Context: an optimization exercise on an open-source flow, tuned for small area, a short achievable clock period and few clock cycles. The choices shown serve that exercise and are no tape-out recipe. Only simulation tests tie the RTL to the original design; equivalence was not proved. Power figures rest on the tool's default switching activity, not on a simulated workload.

[design/flow/design.v]
module pgs_hdec #(
    parameter NMAX = 32                  
) (
    input  wire        clk,
    input  wire        rst,              
    input  wire        start,
    input  wire [31:0] dec_off,
    input  wire [15:0] dec_runs,
    input  wire [15:0] dec_len,
    input  wire [12:0] clen,
    output wire        busy,
    output reg         done,
    output reg  [3:0]  err,
    output reg  [12:0] dec_end,
    output wire        mem_req,
    output wire [11:0] mem_addr,
    input  wire        mem_ack,
    input  wire [7:0]  mem_rdata,
    output reg         dbuf_we,
    output reg  [4:0]  dbuf_addr,
    output reg  [23:0] dbuf_wdata
);
    localparam NINT = NMAX - 1;          
    localparam [3:0] E_OK        = 4'd0,
                     E_BAD_OPND  = 4'd10,
                     E_TRUNC     = 4'd11,
                     E_BAD_TREE  = 4'd12,
                     E_BAD_START = 4'd13;
    localparam [2:0] S_IDLE  = 3'd0,
                     S_TREE  = 3'd1,
                     S_CODE  = 3'd2,
                     S_START = 3'd3,
                     S_WRITE = 3'd4,
                     S_LAST  = 3'd5;
    reg [2:0]  state;
    reg [11:0] base;          
    reg        far;           
    reg [12:0] addr;          
    reg [12:0] wla;           
    reg        okw0, okw1;    
    reg        oka0, oka1;    
    reg [4:0]  tl;            
    reg [5:0]  lv;            
    reg [5:0]  inn;           
    reg [4:0]  top;           
    reg [4:0]  pj;            
    reg        pset;          
    reg [4:0]  lsz [0:NINT-1];    
    reg        rint[0:NINT-1];    
    reg        single;        
    reg [4:0]  wj;            
    reg [4:0]  wl;            
    reg [2:0]  bp;            
    reg [7:0]  cb;            
    reg        cbv;           
    reg [5:0]  r;             
    reg        wmore;         
    reg        emit;          
    reg [5:0]  rr;            
    reg [12:0] raddr;         
    reg [2:0]  rbp;
    reg        sv;
    reg [4:0]  sj;
    reg [4:0]  sl;
    reg        tv;
    reg [9:0]  tq;            
    reg [12:0] faddr;
    reg [2:0]  fs;            
    reg [1:0]  cnt;           
    reg        fv;            
    reg        full;          
    reg [31:0] w;
    reg        cnv;           
    reg [23:0] cn;
    reg [7:0]  prev_st;
    reg        bad_st;
    reg [NMAX-1:0] bmap;      
    reg [4:0]  p;
    assign busy    = (state != S_IDLE);
    assign mem_req = busy;
    wire ack = mem_ack;
    wire [7:0] rd = mem_rdata;
    wire tword_ok = okw0;
    wire cword_ok = (tl >= 5'd8) ? okw1 : okw0;    
    wire tbit = rd[~tl[2:0]];
    wire [12:0] wla4 = wla + 13'd4;
    wire [12:0] o2 = (tl >= 5'd8) ? wla + 13'd1 : wla - 13'd3;
    wire [12:0] addr2 = addr + 13'd2;
    wire last_run = (r + 6'd1 == dec_runs[5:0]);
    wire walking = (state == S_CODE) ||
                   (state == S_WRITE && wmore && !sv);
    wire wneed = walking && !cbv;             
    wire byte_ok = oka0;
    wire [7:0] cbyte = cbv ? cb : rd;
    wire cbit = cbyte[bp];
    wire step = walking && (cbv || ack);
    wire [4:0] a  = lsz[wj];
    wire       ri = rint[wj];
    wire [4:0] wj1 = wj + 5'd1;
    wire [4:0] wjn = cbit ? wj1 + a : wj1;
    wire [4:0] wln = cbit ? wl + a + 5'd1 : wl;
    wire       hit = cbit ? !ri : (a == 5'd0);
    wire st_bad = ((r == 6'd0) ? (rd != 8'd0) : (rd <= prev_st)) || ({8'd0, rd} >= dec_len);
    wire        fgrant = (state == S_CODE || state == S_WRITE) && !wneed;
    assign mem_addr = fgrant ? faddr[11:0] : addr[11:0];
    wire [31:0] wn = {w[23:0], rd};
    wire [1:0]  nb1 = (fs == 3'd0) ? 2'd2 : 2'd3;    
    wire        arrive = fv && fgrant && ack;
    wire        last_byte = arrive && (cnt == nb1);
    wire [2:0]  shamt = 3'd0 - fs;
    wire [31:0] wsrc = full ? w : wn;
    wire [31:0] wsh  = wsrc >> shamt;
    wire        bnd = bmap[p];
    wire        wr_phase = (state == S_WRITE);
    wire        take = wr_phase && bnd && cnv && !single;      
    wire        move = (full || last_byte) && (!cnv || take);    
    wire        wbusy = (fv && !last_byte) || ((full || last_byte) && !move);
    wire        fload = tv && !wbusy;
    wire        tload = sv && (!tv || fload);
    wire [9:0]  tcol = {1'b0, sl, 4'd0} + {2'b0, sl, 3'd0} + {5'd0, sl} + {5'd0, sj} + 10'd1;
    always @(posedge clk) begin
        if (rst) begin
            state   <= S_IDLE;
            done    <= 1'b0;
            err     <= E_OK;
            dec_end <= 13'd0;
            dbuf_we <= 1'b0;
        end else begin
            done    <= 1'b0;
            dbuf_we <= 1'b0;
            if (tload) begin
                tq <= tcol;
                tv <= 1'b1;
                sv <= 1'b0;
            end else if (fload) begin
                tv <= 1'b0;
            end
            if (arrive) begin
                w     <= wn;
                cnt   <= cnt + 2'd1;
                faddr <= faddr + 13'd1;
                if (last_byte)
                    fv <= 1'b0;
            end
            if (move) begin
                cn   <= wsh[23:0];
                cnv  <= 1'b1;
                full <= 1'b0;
            end else begin
                if (last_byte)
                    full <= 1'b1;
                if (take)
                    cnv <= 1'b0;
            end
            if (fload) begin
                faddr <= {1'b0, base} + {6'd0, tq[9:3]};
                fs    <= tq[2:0];
                cnt   <= 2'd0;
                fv    <= 1'b1;
            end
            if (step && (state == S_WRITE || byte_ok)) begin
                bp <= bp + 3'd1;
                cb <= cbyte;
                cbv <= (bp != 3'd7);
                if (bp == 3'd7) begin
                    addr <= addr + 13'd1;
                    oka0 <= oka1;
                    oka1 <= !far && (addr2 < clen);
                end
                if (hit) begin
                    wj <= 5'd0;
                    wl <= 5'd0;
                    r  <= r + 6'd1;
                    if (state == S_WRITE && last_run)
                        wmore <= 1'b0;
                    if (state == S_WRITE || (emit && (!sv || tload))) begin
                        sv <= 1'b1;
                        sj <= wjn;
                        sl <= wln;
                    end
                    if (state == S_CODE) begin
                        if (emit && (!sv || tload)) begin
                            rr    <= r + 6'd1;
                            raddr <= (bp == 3'd7) ? addr + 13'd1 : addr;
                            rbp   <= bp + 3'd1;
                        end else begin
                            emit  <= 1'b0;
                        end
                    end
                end else begin
                    wj <= wjn;
                    wl <= wln;
                end
            end
            case (state)
            S_IDLE: begin
                if (start) begin
                    base   <= dec_off[11:0];
                    far    <= |dec_off[31:12];
                    addr   <= {1'b0, dec_off[11:0]};
                    wla    <= {1'b0, dec_off[11:0]} + 13'd7;
                    okw0   <= ~|dec_off[31:12] && ({1'b0, dec_off[11:0]} + 13'd3 < clen);
                    okw1   <= ~|dec_off[31:12] && ({1'b0, dec_off[11:0]} + 13'd7 < clen);
                    cnv    <= 1'b0;
                    tl     <= 5'd0;
                    lv     <= 6'd0;
                    inn    <= 6'd0;
                    pset   <= 1'b0;
                    bmap   <= {NMAX{1'b0}};
                    sv     <= 1'b0;
                    tv     <= 1'b0;
                    fv     <= 1'b0;
                    full   <= 1'b0;
                    if (dec_len == 16'd0 || dec_len > NMAX ||
                        dec_runs == 16'd0 || dec_runs > dec_len) begin
                        err  <= E_BAD_OPND;
                        done <= 1'b1;
                    end else begin
                        state <= S_TREE;
                    end
                end
            end
            S_TREE: begin
                if (!tword_ok) begin
                    err   <= E_TRUNC;
                    done  <= 1'b1;
                    state <= S_IDLE;
                end else if (ack) begin
                    if (tbit) begin
                        if (!cword_ok) begin
                            err   <= E_TRUNC;
                            done  <= 1'b1;
                            state <= S_IDLE;
                        end else begin
                            lv   <= lv + 6'd1;
                            tl   <= tl + 5'd25;
                            addr <= addr + ((tl[2:0] == 3'd7) ? 13'd4 : 13'd3);
                            if (tl >= 5'd7) begin
                                wla  <= wla4;
                                okw0 <= okw1;
                                okw1 <= !far && (wla4 < clen);
                            end
                            if (lv == inn) begin
                                addr   <= o2;
                                oka0   <= !far && (o2 < clen);
                                oka1   <= !far && (o2 + 13'd1 < clen);
                                single <= (inn == 6'd0);
                                wj     <= 5'd0;
                                wl     <= 5'd0;
                                bp     <= 3'd0;
                                cbv    <= 1'b0;
                                emit   <= 1'b1;
                                r      <= 6'd0;
                                bad_st <= 1'b0;
                                if (inn == 6'd0) begin
                                    sv    <= 1'b1;
                                    sj    <= 5'd0;
                                    sl    <= 5'd0;
                                    state <= S_START;
                                end else begin
                                    state <= S_CODE;
                                end
                            end else begin
                                lsz[top]  <= inn[4:0] - top - 5'd1;
                                rint[top] <= 1'b0;
                                top  <= lsz[top];
                                pj   <= top;
                                pset <= 1'b1;
                            end
                        end
                    end else begin
                        if (inn == dec_len[5:0] - 6'd1) begin
                            err   <= E_BAD_TREE;
                            done  <= 1'b1;
                            state <= S_IDLE;
                        end else begin
                            lsz[inn[4:0]] <= top;
                            if (pset)
                                rint[pj] <= 1'b1;
                            pset <= 1'b0;
                            top  <= inn[4:0];
                            inn  <= inn + 6'd1;
                            tl   <= tl + 5'd1;
                            if (tl[2:0] == 3'd7)
                                addr <= addr + 13'd1;
                            if (tl == 5'd31) begin
                                wla  <= wla4;
                                okw0 <= okw1;
                                okw1 <= !far && (wla4 < clen);
                            end
                        end
                    end
                end
            end
            S_CODE: begin
                if (!cbv && !byte_ok) begin
                    err   <= E_TRUNC;
                    done  <= 1'b1;
                    state <= S_IDLE;
                end else if (step && hit && last_run) begin
                    r     <= 6'd0;
                    addr  <= addr + 13'd1;
                    oka0  <= oka1;
                    oka1  <= !far && (addr2 < clen);
                    state <= S_START;
                end
            end
            S_START: begin
                if (!byte_ok) begin
                    err   <= E_TRUNC;
                    done  <= 1'b1;
                    state <= S_IDLE;
                end else if (ack) begin
                    addr    <= addr + 13'd1;
                    oka0    <= oka1;
                    oka1    <= !far && (addr2 < clen);
                    prev_st <= rd;
                    bmap[rd[4:0]] <= 1'b1;
                    if (st_bad)
                        bad_st <= 1'b1;
                    r <= r + 6'd1;
                    if (last_run) begin
                        if (bad_st || st_bad) begin
                            err   <= E_BAD_START;
                            done  <= 1'b1;
                            state <= S_IDLE;
                        end else begin
                            dec_end <= addr + 13'd1;
                            p     <= 5'd0;
                            addr  <= raddr;
                            bp    <= rbp;
                            cbv   <= 1'b0;
                            wj    <= 5'd0;
                            wl    <= 5'd0;
                            r     <= rr;
                            wmore <= !single && (dec_runs[5:0] != rr);
                            state <= S_WRITE;
                        end
                    end
                end
            end
            S_WRITE: begin
                if (!bnd || cnv) begin
                    dbuf_we   <= 1'b1;
                    dbuf_addr <= p;
                    p <= p + 5'd1;
                    if (p == dec_len[4:0] - 5'd1)
                        state <= S_LAST;
                end
                if (bnd && cnv)
                    dbuf_wdata <= cn;
            end
            S_LAST: begin
                err   <= E_OK;
                done  <= 1'b1;
                state <= S_IDLE;
            end
            default: state <= S_IDLE;
            endcase
        end
    end
endmodule
[design/flow/run.sh]
#!/bin/bash
# synth_recipe.tcl (not shown) runs the flow's synth.tcl, then flattens the netlist and writes it again
# the make line also repeats each setting of config.mk as NAME=value (left out here)
make -C /OpenROAD-flow-scripts/flow DESIGN_CONFIG=/design/flow/config.mk WORK_HOME=/design/flow/orfs CLKGATE_MAP_FILE= SYNTH_SCRIPT=/design/flow/synth_recipe.tcl finish
[design/flow/config.mk]
export PLATFORM = sky130hd
export DESIGN_NAME = pgs_hdec
export DESIGN_NICKNAME = pgs_hdec
export VERILOG_FILES = /design/flow/design.v
export SDC_FILE = /design/flow/constraint.sdc
export NUM_CORES = 4
export LEC_CHECK = 0
export CAP_MARGIN = 20
export CORE_MARGIN = 2
export CORE_UTILIZATION = 40
export SETUP_SLACK_MARGIN = 3
export SLEW_MARGIN = 20
[design/flow/constraint.sdc]
create_clock -name core_clock -period 7.0 [get_ports {clk}]
set_input_delay 1.4000 -clock core_clock [delete_from_list [all_inputs] [get_ports {clk}]]
set_output_delay 1.4000 -clock core_clock [all_outputs]
set_load 0.01 [all_outputs]
==> flow_summary.toml, run 1 <==
[sta]
tightest_slew_ps = 1030
max_freq_mhz = 252
tns_ps = 0
skew_ps = 36.9
slew_violations = 0
final-hold-violation-count = 0
setup_viol = 0
final.min_clock_period_ps = 3970
grt_setup_unrepaired = "true"
worst_slack_ps = 3030
slew_headroom = 0.313
period_share = 0.567

[place]
port_buffers = 150
gp_congestion = 0.952
pre_cts_slack_ps = 987
hpwl_um = 70600

[global_route]
antenna_found_initial = 2
grt_pass1_wl_um = 151000
grt.total_usage = 0.239
grt_pass1_vias = 24300
grt-ovfl-total = 0
grt_max_degree = 55

[layout]
fin_util = 0.488
drive_gt1_frac = 0.199
nets = 3272
area_growth_pct = 20.6
n_fill_cell = 6984

[detailed_routing]
ant_nets = 0
drc_errors = 0
vias = 24500
route.met3.wl_um = 7240
wl_per_cell_um = 24.4
dr.max_layer_used = "met5"
drtIter0Drc = 2213
route.met2.wl_um = 47700
met1Wirelength_um = 41000
dr.pass1.iters = 7
viasPerCell = 5.97
wl_um = 100000

[hold_path]
min_path_type = "reg -> reg"
whs_path_depth = 0
min_from = "tq[2]"
min_to = "fs[2]"

[setup_path]
cp_cell_sequence = "dlygate4sd2_1 > buf_6 > mux4_2 > mux2i_4 > mux2_4 > nand4_1 > o21ba_4 > o31a_4 > or4_4 > a221o_1"
path_delay_family = "compound AO/OA/AOI/OAI gates"
crit_required_ps = 7380
r2r_slack_ps = 3090
cp_slowest_cell = "mux4_2"
endpoint_kind = "flop"
timing.critical_path.arrival_ps = 4350
worst-setup-path-type = "in -> reg"
start_kind = "primary input"
reg2reg_depth = 17
cp_max_fo = 9
max_stage_delay_ps = 500
reg2reg_to = "oka1"
r2r-start = "tl[4]"
critical_path_buf_inv_count = 2

[synthesis]
syn-cell-area_mm2 = 0.0320
syn_area_per_cell_um2 = 11.4
synth_seq_area_share = 0.473
synth_edf_count = 482
yosys_warnings = 1
synth-async-reset-ratio = 0
ys_top_cells_by_count = "edfxtp_1, nor2_1, nand2_1, ha_1, a21oi_1"
syn-num-nets = 3064
ys.flop_type = "edfxtp_1"
yosysMostFrequentCell = "edfxtp_1"
ys_top_cells_by_area = "edfxtp_1, mux4_2, ha_1"
synth_top_area_share = 0.453
synth_cells = 2793
yosys.area.top_type = "edfxtp_1"
synth-seq-cells = 514
yosysUniqueCellTypes = 91

[floorplanning]
start_util = 0.405
dieArea_mm2 = 0.0822
die_height_um = 287
core_mm2 = 0.0790
row_count = 103
die_w_um = 287
io_pins = 151

[clock_tree]
clkTransAtPathRegs_ps = 60
root_buffer = "clkbuf_16"
cts_tree = "built"
htreeDepth = 2
clk_path_buf_depth = 3
cts_num_sinks = 514
cts_made_buffers = 58
clock_latency_ps = 640

[power_and_ir_drop]
p_per_area_mw_per_mm2 = 200
leakagePower_uw = 0.0139
power_uw = 7700
ir_worst_vdd_uv = 257

[outcome]
outcome = "complete, no violations"

[run]
cap_violations = 0
-- sequential cells by signal, indices dropped and copies added, names as in the netlist, 8 cells and up, named ones only --
register / cells
addr: 13
base: 12
bmap: 32
cb: 8
cn: 24
dbuf_wdata: 24
dec_end: 13
faddr: 12
lsz: 155
prev_st: 8
raddr: 13
rint: 31
tq: 10
w: 31
wla: 13
-- stage by stage --
step                      area (um^2)  hold slack (ps)  instances
after floorplan                 32200              400       2793
after detailed placement        34700              405       3880
after global placement          34700              402       3880
after CTS                       38000              417       4064
after global routing            38600              427       4099
final                           38600              418       4101
-- metal layers --
layer / vias to the layer above / track usage
met1: 12100 / 0.320
met4: 4 / 0.0913
met2: 1103 / 0.394
li1: 11000 / -
met5: - / 0
met3: 243 / 0.0351
-- power breakdown --
part	leakage (uW)	total [uW]	switching [uW]	internal, uW
registers	0.00465	3490	80.6	3410
logic	0.00831	1020	583	434
clock network	0.000976	3190	1320	1870
total	0.0139	7700	1980	5720
-- cell usage in the layout, fill, tap and decap left out, drive strengths merged, types with 27 or more instances in the layout --
cell / n
edfxtp: 482
nor2: 297
nand2: 203
ha: 173
buf: 161
a21oi: 140
mux4: 124
o21ai: 119
clkdlybuf4s50: 117
inv: 116
mux2i: 114
xnor2: 112
xor2: 90
clkbuf: 73
nand3: 69
nor3: 53
mux2: 36
a21o: 34
dfxtp: 32
nand4: 30
nor2b: 27
a211oi: 27
-- timing repair --
item | in CTS | in global routing
resized for setup | 236 | 70
setup endpoints to repair | 498 | 367
hold buffers | 0 | 0
buffers inserted | 70 | 32
cloned | 6 | 0
pin swaps | 27 | 14
-- final cells by class --
type / instances / area [um^2] / share of cell area
Tap cell: 1050 / 1310 / 0.0341
Inverter: 114 / 438 / 0.0114
Timing Repair inverter: 1 / 5.00 / 0.000130
Clock inverter: 40 / 458 / 0.0119
Multi-Input combinational cell: 2012 / 16800 / 0.437
Clock buffer: 68 / 1530 / 0.0397
Timing Repair Buffer: 300 / 2830 / 0.0733
Sequential cell: 514 / 15100 / 0.393
Antenna cell: 2 / 5.00 / 0.000130
-- worst max-delay path by stage --
| stage | start | to | slack, ps | depth (start not counted) |
|---|---|---|---|---|
| after floorplan | mem_rdata[1] | raddr[0] | 2710 | 9 |
| after CTS | wmore | mem_addr[11] | 2930 | 7 |
| after global routing | tl[3] | oka1 | 2820 | 16 |
| after detailed placement | mem_rdata[1] | rint[15] | 990 | 10 |
| after global placement | mem_rdata[1] | rint[11] | 1130 | 10 |
| final | mem_rdata[6] | oka0 | 3030 | 10 |
-- kinds of logic after synthesis --
logic type / after synthesis / share of synthesized area
simple gates: 828 / 0.121
compound gates: 520 / 0.106
fa+ha+maj: 183 / 0.0736
xor+xnor: 204 / 0.0572
mux: 274 / 0.136
flops: 514 / 0.473
buf+inv: 270 / 0.0341
Testbench counts, summed over its fixed seeds: cycles 69,128.
==> run 2: changes to the inputs <==
--- a/design/flow/design.v
+++ b/design/flow/design.v
@@ -16,9 +16,9 @@
     output wire [11:0] mem_addr,
     input  wire        mem_ack,
     input  wire [7:0]  mem_rdata,
-    output reg         dbuf_we,
-    output reg  [4:0]  dbuf_addr,
-    output reg  [23:0] dbuf_wdata
+    output wire        dbuf_we,
+    output wire [4:0]  dbuf_addr,
+    output wire [23:0] dbuf_wdata
 );
     localparam NINT = NMAX - 1;          
     localparam [3:0] E_OK        = 4'd0,
@@ -30,12 +30,12 @@
                      S_TREE  = 3'd1,
                      S_CODE  = 3'd2,
                      S_START = 3'd3,
-                     S_WRITE = 3'd4,
-                     S_LAST  = 3'd5;
+                     S_WRITE = 3'd4;
     reg [2:0]  state;
     reg [11:0] base;          
     reg        far;           
     reg [12:0] addr;          
+    reg        ga;            
     reg [12:0] wla;           
     reg        okw0, okw1;    
     reg        oka0, oka1;    
@@ -47,6 +47,11 @@
     reg        pset;          
     reg [4:0]  lsz [0:NINT-1];    
     reg        rint[0:NINT-1];    
+    reg        lw_en;
+    reg [4:0]  lw_a, lw_d;
+    reg        rw_en;
+    reg [4:0]  rw_a;
+    reg        rw_d;
     reg        single;        
     reg [4:0]  wj;            
     reg [4:0]  wl;            
@@ -75,7 +80,9 @@
     reg [7:0]  prev_st;
     reg        bad_st;
     reg [NMAX-1:0] bmap;      
-    reg [4:0]  p;
+    reg [4:0]  p;             
+    reg        bnd;           
+    reg [23:0] cur;           
     assign busy    = (state != S_IDLE);
     assign mem_req = busy;
     wire ack = mem_ack;
@@ -93,7 +100,7 @@
     wire byte_ok = oka0;
     wire [7:0] cbyte = cbv ? cb : rd;
     wire cbit = cbyte[bp];
-    wire step = walking && (cbv || ack);
+    wire step = walking && (cbv || (ga && ack));
     wire [4:0] a  = lsz[wj];
     wire       ri = rint[wj];
     wire [4:0] wj1 = wj + 5'd1;
@@ -101,22 +108,30 @@
     wire [4:0] wln = cbit ? wl + a + 5'd1 : wl;
     wire       hit = cbit ? !ri : (a == 5'd0);
     wire st_bad = ((r == 6'd0) ? (rd != 8'd0) : (rd <= prev_st)) || ({8'd0, rd} >= dec_len);
-    wire        fgrant = (state == S_CODE || state == S_WRITE) && !wneed;
-    assign mem_addr = fgrant ? faddr[11:0] : addr[11:0];
+    assign mem_addr = ga ? addr[11:0] : faddr[11:0];
     wire [31:0] wn = {w[23:0], rd};
     wire [1:0]  nb1 = (fs == 3'd0) ? 2'd2 : 2'd3;    
-    wire        arrive = fv && fgrant && ack;
+    wire        arrive = fv && !ga && ack;
     wire        last_byte = arrive && (cnt == nb1);
     wire [2:0]  shamt = 3'd0 - fs;
     wire [31:0] wsrc = full ? w : wn;
     wire [31:0] wsh  = wsrc >> shamt;
-    wire        bnd = bmap[p];
+    wire [4:0]  p1 = p + 5'd1;
+    wire        wr_now = (state == S_WRITE) && (!bnd || cnv);
+    assign dbuf_we    = wr_now;
+    assign dbuf_addr  = p;
+    assign dbuf_wdata = bnd ? cn : cur;
     wire        wr_phase = (state == S_WRITE);
     wire        take = wr_phase && bnd && cnv && !single;      
     wire        move = (full || last_byte) && (!cnv || take);    
     wire        wbusy = (fv && !last_byte) || ((full || last_byte) && !move);
     wire        fload = tv && !wbusy;
     wire        tload = sv && (!tv || fload);
+    wire        link_fw = lw_en && (lw_a == top);
+    wire [4:0]  link = link_fw ? lw_d : lsz[top];
+    wire        ga_next = (walking && !cbv && !(ga && ack)) ||
+                          (step && bp == 3'd7 && !(hit && (state == S_WRITE || last_run))) ||
+                          (state == S_WRITE && wmore && sv && tload && !cbv);
     wire [9:0]  tcol = {1'b0, sl, 4'd0} + {2'b0, sl, 3'd0} + {5'd0, sl} + {5'd0, sj} + 10'd1;
     always @(posedge clk) begin
         if (rst) begin
@@ -124,10 +139,16 @@
             done    <= 1'b0;
             err     <= E_OK;
             dec_end <= 13'd0;
-            dbuf_we <= 1'b0;
         end else begin
             done    <= 1'b0;
-            dbuf_we <= 1'b0;
+            lw_en   <= 1'b0;
+            rw_en   <= 1'b0;
+            if (lw_en)
+                lsz[lw_a] <= lw_d;
+            if (rw_en)
+                rint[rw_a] <= rw_d;
+            if (state == S_CODE || state == S_WRITE)
+                ga <= ga_next;
             if (tload) begin
                 tq <= tcol;
                 tv <= 1'b1;
@@ -198,6 +219,7 @@
                     base   <= dec_off[11:0];
                     far    <= |dec_off[31:12];
                     addr   <= {1'b0, dec_off[11:0]};
+                    ga     <= 1'b1;
                     wla    <= {1'b0, dec_off[11:0]} + 13'd7;
                     okw0   <= ~|dec_off[31:12] && ({1'b0, dec_off[11:0]} + 13'd3 < clen);
                     okw1   <= ~|dec_off[31:12] && ({1'b0, dec_off[11:0]} + 13'd7 < clen);
@@ -261,9 +283,13 @@
                                     state <= S_CODE;
                                 end
                             end else begin
-                                lsz[top]  <= inn[4:0] - top - 5'd1;
-                                rint[top] <= 1'b0;
-                                top  <= lsz[top];
+                                lw_en <= 1'b1;
+                                lw_a  <= top;
+                                lw_d  <= inn[4:0] - top - 5'd1;
+                                rw_en <= 1'b1;
+                                rw_a  <= top;
+                                rw_d  <= 1'b0;
+                                top  <= link;
                                 pj   <= top;
                                 pset <= 1'b1;
                             end
@@ -274,9 +300,12 @@
                             done  <= 1'b1;
                             state <= S_IDLE;
                         end else begin
-                            lsz[inn[4:0]] <= top;
-                            if (pset)
-                                rint[pj] <= 1'b1;
+                            lw_en <= 1'b1;
+                            lw_a  <= inn[4:0];
+                            lw_d  <= top;
+                            rw_en <= pset;
+                            rw_a  <= pj;
+                            rw_d  <= 1'b1;
                             pset <= 1'b0;
                             top  <= inn[4:0];
                             inn  <= inn + 6'd1;
@@ -300,6 +329,7 @@
                 end else if (step && hit && last_run) begin
                     r     <= 6'd0;
                     addr  <= addr + 13'd1;
+                    ga    <= 1'b1;
                     oka0  <= oka1;
                     oka1  <= !far && (addr2 < clen);
                     state <= S_START;
@@ -327,6 +357,7 @@
                         end else begin
                             dec_end <= addr + 13'd1;
                             p     <= 5'd0;
+                            bnd   <= 1'b1;
                             addr  <= raddr;
                             bp    <= rbp;
                             cbv   <= 1'b0;
@@ -334,26 +365,24 @@
                             wl    <= 5'd0;
                             r     <= rr;
                             wmore <= !single && (dec_runs[5:0] != rr);
+                            ga    <= !single && (dec_runs[5:0] != rr);
                             state <= S_WRITE;
                         end
                     end
                 end
             end
             S_WRITE: begin
-                if (!bnd || cnv) begin
-                    dbuf_we   <= 1'b1;
-                    dbuf_addr <= p;
-                    p <= p + 5'd1;
-                    if (p == dec_len[4:0] - 5'd1)
-                        state <= S_LAST;
+                if (wr_now) begin
+                    p   <= p1;
+                    bnd <= bmap[p1];
+                    if (bnd)
+                        cur <= cn;
+                    if (p == dec_len[4:0] - 5'd1) begin
+                        err   <= E_OK;
+                        done  <= 1'b1;
+                        state <= S_IDLE;
+                    end
                 end
-                if (bnd && cnv)
-                    dbuf_wdata <= cn;
-            end
-            S_LAST: begin
-                err   <= E_OK;
-                done  <= 1'b1;
-                state <= S_IDLE;
             end
             default: state <= S_IDLE;
             endcase
==> run 2 against run 1 <==
  * Clock power grew 4%
  * Final cell count grew 2.2%
  * Clock skew increased by 27 ps
  * Highest routed layer unchanged
==> flow_summary.toml, run 2 <==
[outcome]
outcome = "complete, no violations"

[detailed_routing]
ant_nets = 0
dr.pass1.iters = 6
wl_per_cell_um = 23.2
wl_um = 97400
vias = 24500
viasPerCell = 5.85
drc_errors = 0
drtIter0Drc = 2407

[place]
hpwl_um = 68600
gp_congestion = 0.920
pre_cts_slack_ps = 1000
place_inst = 3999
port_buffers = 150

[sta]
tns_ps = 0
grt_setup_unrepaired = "true"
slew_headroom = 0.297
final-hold-violation-count = 0
period_share = 0.575
worst_slack_ps = 2980
final.min_clock_period_ps = 4020
max_freq_mhz = 249
tightest_slew_ps = 1050
skew_ps = 63.6
setup_viol = 0
slew_violations = 0

[floorplanning]
row_count = 104
io_pins = 151
die_height_um = 289
dieArea_mm2 = 0.0836
die_w_um = 289
start_util = 0.404
core_mm2 = 0.0805

[power_and_ir_drop]
leakagePower_uw = 0.0141
p_per_area_mw_per_mm2 = 207
power_uw = 7920
ir_worst_vdd_uv = 188

[global_route]
grt_max_degree = 48
grt-ovfl-total = 0
antenna_found_initial = 2
grt.total_usage = 0.228
grt_pass1_wl_um = 147000
grt_pass1_vias = 24000

[synthesis]
synth-seq-cells = 528
syn_area_per_cell_um2 = 11.2
synth-async-reset-ratio = 0
yosys.area.top_type = "edfxtp_1"
syn-cell-area_mm2 = 0.0325
yosysMostFrequentCell = "edfxtp_1"
yosys_warnings = 1
synth_top_area_share = 0.459
yosysUniqueCellTypes = 87
ys.flop_type = "edfxtp_1"
synth_cells = 2915
ys_top_cells_by_area = "edfxtp_1, ha_1, mux4_2"
syn-num-nets = 3185
ys_top_cells_by_count = "edfxtp_1, nor2_1, nand2_1, ha_1, a21oi_1"
synth_seq_area_share = 0.478
synth_edf_count = 497

[clock_tree]
htreeDepth = 2
root_buffer = "clkbuf_16"
hold_buffers = 0
cts_made_buffers = 58
clkTransAtPathRegs_ps = 60
clk_path_buf_depth = 3
cts_tree = "built"
clock_latency_ps = 670
cts_num_sinks = 528

[run]
cap_violations = 0

[layout]
largest_register_ffs = 155
drive_gt1_frac = 0.156
final_cell_mix = "edfxtp_1, nor2_1, nand2_1, a21oi_1, ha_1"
n_fill_cell = 7227
layout_commonest_cell = "edfxtp_1"
largest_register = "lsz"
nets = 3351
largestRegisters = "lsz (155), bmap (32)"
area_growth_pct = 17.8
finalNonFillerCells = 4191

[hold_path]
min_path_type = "reg -> reg"

[setup_path]
crit_required_ps = 7360
worst-setup-path-type = "in -> reg"
cp_max_fo = 3
endpoint_kind = "flop"
start_kind = "primary input"
timing.critical_path.arrival_ps = 4390
[run 2: cell count changes after synthesis, sizes merged, moves of 15 or more]
cell | previous run | this run
a21oi | 139 | 172
clkbuf | 109 | 127
edfxtp | 482 | 497
inv | 112 | 130
mux2 | 36 | 70
mux2i | 114 | 144
mux4 | 124 | 95
nor2 | 297 | 352
[run 2: kinds of logic after synthesis]
family	after synthesis	share of synthesized area
AOI/OAI and AO/OA	523	0.101
xor gates and xnor gates	213	0.0578
adders and majority gates	181	0.0717
buffers and inverters	299	0.0355
muxes	309	0.134
and+or+nand+nor	862	0.122
DFF	528	0.478
[run 2: power by group]
part           switching [uW]  internal, uW  leakage (uW)
combinational             581           444       0.00825
sequential               77.0          3500       0.00483
clock                    1360          1960       0.00101
total                    2020          5910        0.0141
[run 2: repair_timing]
action	CTS	global route
cloned	2	1
buffers inserted	50	25
setup endpoints to repair	175	63
pin swaps	16	16
resized for setup	105	52
[run 2: layer usage]
layer / GRT usage / wire (um) / up-vias
met5: 0 / 10 / -
met4: 0.0906 / 3850 / 2
met3: 0.0362 / 7570 / 211
met2: 0.367 / 45500 / 1092
met1: 0.309 / 40400 / 12000
li1: - / - / 11200
[run 2: worst paths after layout]
kind,start,end,slack (ps),cells after the start
max,mem_rdata[4],addr[12],2980,11
min,tq[0],fs[0],420,0
max reg2reg,tl[3],oka1,3070,14
min reg2reg,tq[0],fs[0],420,0
[run 2: critical path: stages]
cell	delay, ps
buf_2	110
buf_8	110
mux4_2	460
mux4_2	520
or4b_4	520
o21a_4	260
buf_4	140
or4_4	420
a31oi_1	140
o21ai_1	90
a32o_1	210
[run 2: layout make-up]
| class | count | area (um^2) | share of cell area |
|---|---|---|---|
| clock inverters | 35 | 490 | 0.0128 |
| inverters | 131 | 495 | 0.0129 |
| repair inverters | 1 | 7.51 | 0.000196 |
| multi-input cells | 2089 | 16300 | 0.426 |
| well taps | 1060 | 1330 | 0.0346 |
| diodes | 1 | 2.50 | 0.0000653 |
| flip-flops and latches | 528 | 15600 | 0.406 |
| clock buffers | 74 | 1570 | 0.0410 |
| repair buffers | 272 | 2550 | 0.0666 |
[run 2: through the flow]
stage          cell area, um^2  utilization  hold slack, ps
3_5_place_dp             35100        0.436             412
4_1_cts                  37900        0.470             424
5_1_grt                  38300        0.476             428
3_3_place_gp             35100        0.436             403
6_report                 38300        0.476             420
2_1_floorplan            32600            -             400
Testbench counts of run 2, summed over its fixed seeds: cycles 68,069.

## afterwards: timing with drivers on the ports
Ports are ideal in the flow. The routed layouts listed here were re-timed in OpenROAD.
Step 1 assumes that a clkbuf_16 drives the clock port and a buf_2 every other input.
Step 2 adds t to the input delays and takes it off the output delays; t is the mean of the earliest and latest rising clock arrival at the registers after step 1. Input paths then give back, and output paths get back, about the clock's delay inside the block.
a / b / c = ideal ports / drivers / drivers and shift; a / b = the first two.
| run | t, ns | setup slack, ns | hold slack, ns | clock arrival spread, ns | worst slew at a driven data input, ns |
|---|---|---|---|---|---|
| run 1 | 0.684 | 3.028 / 2.996 / 2.337 | 0.418 / 0.418 / 0.418 | 0.037 / 0.037 | 0.17 |
| run 2 | 0.707 | 2.977 / 3.007 / 2.301 | 0.420 / 0.420 / 0.420 | 0.064 / 0.063 | 0.15 |
After both steps setup and hold are still met in every run listed. The setup slack of run 1, which loses most, moves by -0.032 ns with the drivers and by -0.691 ns with both steps.
